From an optimization exercise on the open Yosys and OpenROAD flow, aimed at small area, a short achievable clock period and few clock cycles per item; shortcuts taken in it are not production practice. In this exercise RTL edits were held to simulation tests only and were not proved equivalent to the original.

==> run E <==
==> flow/design.v (excerpt) <==
module si4464_rf_encoder #(
    parameter [31:0] FREQ_MIN_HZ    = 32'd400000000,
    parameter [31:0] FREQ_MAX_HZ    = 32'd406000000,
    parameter [31:0] BAND_MID_HZ    = 32'd403000000,
    parameter [7:0]  INT_LOW        = 8'd61,
    parameter [7:0]  INT_HIGH       = 8'd62,
    parameter [31:0] REF_DIVISOR_HZ = 32'd6500000,
    parameter [31:0] XTAL_FREQ_HZ   = 32'd26000000
) (
    input  wire        clk,
    input  wire        rst,         
    input  wire        in_valid,
    output wire        in_ready,
    input  wire [63:0] in_word,     
    input  wire [31:0] in_rb,       
    output reg         out_valid,
    input  wire        out_ready,
    output wire [3:0]  out_status,  
    output wire [2:0]  out_len,     
    output wire [39:0] out_data     
);
Settings: LEC_CHECK=0, CAP_MARGIN=20, CORE_MARGIN=2, CORE_UTILIZATION=40, PLACE_DENSITY=0.6, SLEW_MARGIN=20, SYNTH_HIERARCHICAL=1; clock period 70.0 ns.
standard.sh (not shown) runs the stock make flow with config.mk's settings and CLKGATE_MAP_FILE= SYNTH_SCRIPT=/design/flow/synth_recipe.tcl, a recipe that flattens the netlist after the stock synthesis.
==> flow/flow/run.sh <==
#!/bin/bash
# The standard layout (the standard.sh, all ORFS steps from synthesis to
# finish) with one change: the buffers that ORFS puts on every input and
# output port are the smallest buffer cell instead of clkdlybuf4s50_1.
set -euo pipefail
export BUFFER_PORTS_ARGS="-buffer_cell sky130_fd_sc_hd__buf_1"
bash standard.sh > standard.log 2>&1
==> run X: changes against run E <==
==> flow/flow/run.sh (replaced) <==
#!/bin/bash
set -euo pipefail
export BUFFER_PORTS_ARGS="-buffer_cell sky130_fd_sc_hd__buf_1"
export CTS_ARGS="-sink_clustering_enable -repair_clock_nets -dont_use_dummy_load -buf_list sky130_fd_sc_hd__clkbuf_8 -root_buf sky130_fd_sc_hd__clkbuf_16"
bash standard.sh > standard.log 2>&1
==> run A: changes against run E <==
--- a/flow/design.v
+++ b/flow/design.v
@@ -20,13 +20,14 @@
     output wire [39:0] out_data     
 );
     wire [7:0]  opc     = in_word[63:56];
     wire        is_freq = (opc == 8'h11);
     wire        is_dr   = (opc == 8'h12) && (in_word[55:16] == 40'd0);
     wire [31:0] freq_hz = in_word[31:0];
-    wire        in_band = (freq_hz >= FREQ_MIN_HZ) && (freq_hz <= FREQ_MAX_HZ);
+    wire        hi_ok   = (freq_hz[31:28] == 4'd1) &&
+                          (freq_hz[27] ? (freq_hz[26:22] == 5'd0) : (freq_hz[26:22] == 5'd31));
     wire [1:0]  osr_sel  = in_rb[27:26];
     wire [25:0] nco_mode = in_rb[25:0];
     wire        q_nz = (nco_mode >= 26'd26000000);     
     wire        q2   = (nco_mode >= 26'd52000000);     
     reg  [1:0]  t_in;
     always @(*) begin
@@ -35,19 +36,20 @@
             2'd2:    t_in = q2 ? 2'd2 : 2'd1;
             default: t_in = q2 ? 2'd1 : 2'd0;
         endcase
     end
     wire [23:0] adj_in = opc[1] ? {21'd0, q_nz, t_in} : in_word[55:32];
     reg         s1_valid;
-    reg         s1_freq, s1_dr, s1_band;
+    reg         s1_freq, s1_dr, s1_hi;
     reg  [21:0] s1_x;
     reg         s1_f27;
     reg  [23:0] s1_adj;
     wire [21:0] x   = s1_x;
     wire [21:0] xn  = ~x;
     wire        f27 = s1_f27;
+    wire        s1_band = s1_hi && (s1_f27 ? (s1_x <= 22'd3346816) : (s1_x >= 22'd1541120));
     wire        low = !s1_f27 || (s1_x < 22'd346816);
     wire [23:0] adj = s1_adj;
     wire [15:0] bps   = s1_x[15:0];
     wire [1:0]  t     = s1_adj[1:0];
     wire [18:0] bps_t = {3'd0, bps} << t;
     wire [20:0] dr_a  = {bps_t, 2'b00};
@@ -741,13 +743,13 @@
         end
     end
     always @(posedge clk) begin
         if (s1_en) begin
             s1_freq <= is_freq;
             s1_dr   <= is_dr;
-            s1_band <= in_band;
+            s1_hi   <= hi_ok;
             s1_x    <= freq_hz[21:0];
             s1_f27  <= freq_hz[27];
             s1_adj  <= adj_in;
         end
     end
     wire [26:0] h_src  = k_valid ? k : res;
==> flow/flow/run.sh (replaced) <==
#!/bin/bash
# The standard layout: the standard.sh runs every ORFS step from
# synthesis to finish (its output is in standard.log, each tool's own log in
# orfs/logs/). Two settings differ from the defaults:
#  - the buffer ORFS puts on every input and output port is buf_1, the
#    smallest buffer, instead of clkdlybuf4s50_1;
#  - clock tree synthesis uses clkbuf_8 below a clkbuf_16 root and inserts
#    no dummy loads.
set -euo pipefail
export BUFFER_PORTS_ARGS="-buffer_cell sky130_fd_sc_hd__buf_1"
export CTS_ARGS="-sink_clustering_enable -repair_clock_nets -dont_use_dummy_load -buf_list \"sky130_fd_sc_hd__clkbuf_4 sky130_fd_sc_hd__clkbuf_8\" -root_buf sky130_fd_sc_hd__clkbuf_16"
bash standard.sh > standard.log 2>&1
==> run G: changes against run E <==
--- a/flow/design.v
+++ b/flow/design.v
@@ -708,17 +708,19 @@
     wire s42, c43;
     si4464_fa u_r42 (.a(a42), .b(b42), .c(c42), .s(s42), .co(c43));
     wire s43, c44;
     si4464_fa u_r43 (.a(a43), .b(b43), .c(c43), .s(s43), .co(c44));
     wire s44 = a44 ^ b44 ^ c44;
     wire [24:0] sum = {s44, s43, s42, s41, s40, s39, s38, s37, s36, s35, s34, s33, s32, s31, s30, s29, s28, s27, s26, s25, s24, s23, s22, s21, s20};
-    wire        f_ok = s1_freq && s1_band && !sum[24];
-    wire [1:0]  res_kind = f_ok ? 2'd0 : s1_dr ? 2'd1 : s1_freq ? 2'd2 : 2'd3;
-    wire [26:0] res = {res_kind, !low, sum[23:0]};
-    reg [26:0] h, k;
-    reg        h_fok, h_nfok, h_dok, h_ndok, h_ok, h_fbad, h_ill;
+    wire        f_ok   = s1_freq && s1_band && !sum[24];
+    wire        f_bad  = s1_freq && !(s1_band && !sum[24]);
+    wire        ill    = !s1_freq && !s1_dr;
+    wire [23:0] val    = (f_ok || s1_dr) ? sum[23:0] : 24'd0;
+    wire [28:0] res    = {f_ok, s1_dr, f_bad, ill, !low, val};
+    reg [28:0] h, k;
+    reg        h_isf, h_isd;
     reg        k_valid, in_rdy;
     assign in_ready = in_rdy;
     wire take   = out_valid && out_ready;
     wire accept = in_valid && in_rdy;
     wire full   = out_valid && k_valid;
     wire move   = s1_valid && !full;        
@@ -747,38 +749,36 @@
             s1_band <= in_band;
             s1_x    <= freq_hz[21:0];
             s1_f27  <= freq_hz[27];
             s1_adj  <= adj_in;
         end
     end
-    wire [26:0] h_src  = k_valid ? k : res;
-    wire [1:0]  h_kind = h_src[26:25];
+    wire [28:0] h_src = k_valid ? k : res;
     always @(posedge clk) begin
         if (!k_valid) k <= res;
         if (h_en) begin
-            h      <= h_src;
-            h_fok  <= (h_kind == 2'd0);
-            h_nfok <= (h_kind != 2'd0);
-            h_dok  <= (h_kind == 2'd1);
-            h_ndok <= (h_kind != 2'd1);
-            h_ok   <= !h_kind[1];
-            h_fbad <= (h_kind == 2'd2);
-            h_ill  <= (h_kind == 2'd3);
+            h     <= h_src;
+            h_isf <= h_src[28] || h_src[26];    
+            h_isd <= h_src[27] || h_src[25];    
         end
     end
+    wire        r_fok  = h[28];
+    wire        r_dok  = h[27];
+    wire        r_fbad = h[26];
+    wire        r_ill  = h[25];
     wire        r_nhi  = h[24];
-    wire [23:0] v      = h[23:0];
-    assign out_status = {h_ill, h_ill, h_fbad, !h_ok};
-    assign out_len    = {h_fok, h_dok, h_ok};
-    assign out_data[39:32] = {1'b0, h_dok && v[21], h_fok || (h_dok && v[20]),
-                              h_fok || (h_dok && v[19]), h_fok || (h_dok && v[18]),
-                              h_fok || (h_dok && v[17]), h_dok && v[16],
-                              (h_fok && r_nhi) || (h_dok && v[15])};
-    assign out_data[31:24] = h_dok ? v[14:7] : 8'd0;
-    assign out_data[23:16] = (h_fok ? v[23:16] : 8'd0) | (!h_ndok ? {v[6:0], 1'b0} : 8'd0);
-    assign out_data[15:0]  = !h_nfok ? v[15:0] : 16'd0;
+    wire [23:0] v      = h[23:0];       
+    assign out_status = {r_ill, r_ill, r_fbad, r_fbad || r_ill};
+    assign out_len    = {r_fok, r_dok, r_fok || r_dok};
+    assign out_data[39:32] = {1'b0, r_dok && v[21], r_fok || (r_dok && v[20]),
+                              r_fok || (r_dok && v[19]), r_fok || (r_dok && v[18]),
+                              r_fok || (r_dok && v[17]), r_dok && v[16],
+                              (r_fok && r_nhi) || (r_dok && v[15])};
+    assign out_data[31:24] = r_dok ? v[14:7] : 8'd0;
+    assign out_data[23:16] = (r_fok ? v[23:16] : 8'd0) | (h_isd ? {v[6:0], 1'b0} : 8'd0);
+    assign out_data[15:0]  = h_isf ? v[15:0] : 16'd0;
 endmodule
 module si4464_fa (input wire a, input wire b, input wire c,
                   output wire s, output wire co);
     assign s  = a ^ b ^ c;
     assign co = (a & b) | (a & c) | (b & c);
 endmodule
==> qor.csv <==
stage,metric,value,unit
outcome,status,finished clean,
global_routing,grt_util_all_layers,19.0,%
min_path,min_path_cells,2,
worst_setup_path,path_delay_family,flip-flops,
worst_setup_path,rr_endpoint,h_ndok,
routing,wirelength_met1,11400,um
power_and_ir_drop,p_clk,46.0,uW
floorplan,start_util,40.4,%
cts,clk_pin_slew,0.07,ns
global_routing,grt_pass1_wl,40000,um
synth,synthAdderAreaFrac,45.4,%
synth,ys_types,56,
layout,nNonClkBuffers,155,
worst_setup_path,path_max_fanout,14,
the above is filed under run A

==> qor.csv <==
stage,metric,value,unit
outcome,status,finished clean,
global_routing,grt_pass1_wl,37200,um
worst_setup_path,path_delay_family,compound AO/OA/AOI/OAI gates,
worst_setup_path,rr_endpoint,h_fok,
floorplan,start_util,40.3,%
synth,synthAdderAreaFrac,46.0,%
power_and_ir_drop,p_clk,43.7,uW
global_routing,grt_util_all_layers,18.4,%
the above is filed under run X

==> qor.csv <==
stage,metric,value,unit
global_routing,grt_util_all_layers,19.2,%
synth,synthAdderAreaFrac,45.6,%
worst_setup_path,path_max_fanout,15,
routing,wirelength_met1,11600,um
cts,clk_pin_slew,0.06,ns
outcome,status,finished clean,
min_path,hp-class,reg2reg,
power_and_ir_drop,p_clk,86.6,uW
worst_setup_path,rr_endpoint,h[10],
min_path,min_path_cells,1,
floorplan,start_util,40.4,%
worst_setup_path,cp-endpoint,out_len[0],
global_routing,grt_pass1_wl,38800,um
worst_setup_path,path_delay_family,flip-flops,
layout,nNonClkBuffers,152,
the above is filed under run G

==> qor.csv <==
stage,metric,value,unit
outcome,status,finished clean,
routing,dr_wl_met2,10800,um
routing,wirelength_met1,11100,um
worst_setup_path,rr_endpoint,h_fok,
timing,rsz0062_at_grt,no,
min_path,min_path_cells,1,
layout,largest_class,multi-input combinational cells,
layout,nNonClkBuffers,156,
cts,clk_pin_slew,0.05,ns
floorplan,start_util,40.3,%
worst_setup_path,path_max_fanout,5,
synth,ys_types,56,
synth,synthAdderAreaFrac,46.0,%
global_routing,grt_pass1_wl,37500,um
worst_setup_path,path_delay_family,compound AO/OA/AOI/OAI gates,
global_routing,grt_util_all_layers,18.5,%
the above is filed under run E

Testbench counts of run E, summed over its fixed seeds: cycles 16,016, items 16,000.
Testbench counts of run X, summed over its fixed seeds: cycles 16,016, items 16,000.
Testbench counts of run A, summed over its fixed seeds: cycles 16,016, items 16,000.
Testbench counts of run G, summed over its fixed seeds: cycles 16,016, items 16,000.

## separate check: timing with driven ports
No port has a modelled driver above. Below, the same layouts with a new extraction and two added sets of constraints.
Step 1 sets driving cells, clkbuf_16 on the clock port and buf_2 on the other inputs (assumed; they add their load-dependent delay and slew).
Step 2, shift: input delay + t, output delay - t, t = (earliest + latest rising clock arrival at the registers) / 2. This alone moves slack from input paths to output paths.
Three values: ideal ports, drivers, drivers and shift; two values: the first two.
| run | t, ns | setup slack, ns | worst register clock-pin slew, ns | pins driven straight from the clock port |
|---|---|---|---|---|
| run E | 0.448 | 54.506 / 54.525 / 54.078 | 0.06 / 0.06 | 1 |
| run X | 0.393 | 54.440 / 54.463 / 54.070 | 0.07 / 0.07 | 1 |
| run A | 0.402 | 54.595 / 54.548 / 54.331 | 0.08 / 0.08 | 1 |
| run G | 0.442 | 54.526 / 54.490 / 54.516 | 0.06 / 0.06 | 1 |
After both steps every run listed still meets setup and hold. For run E, which loses most, drivers alone change the setup slack by +0.019 ns; drivers and shift together by -0.428 ns.
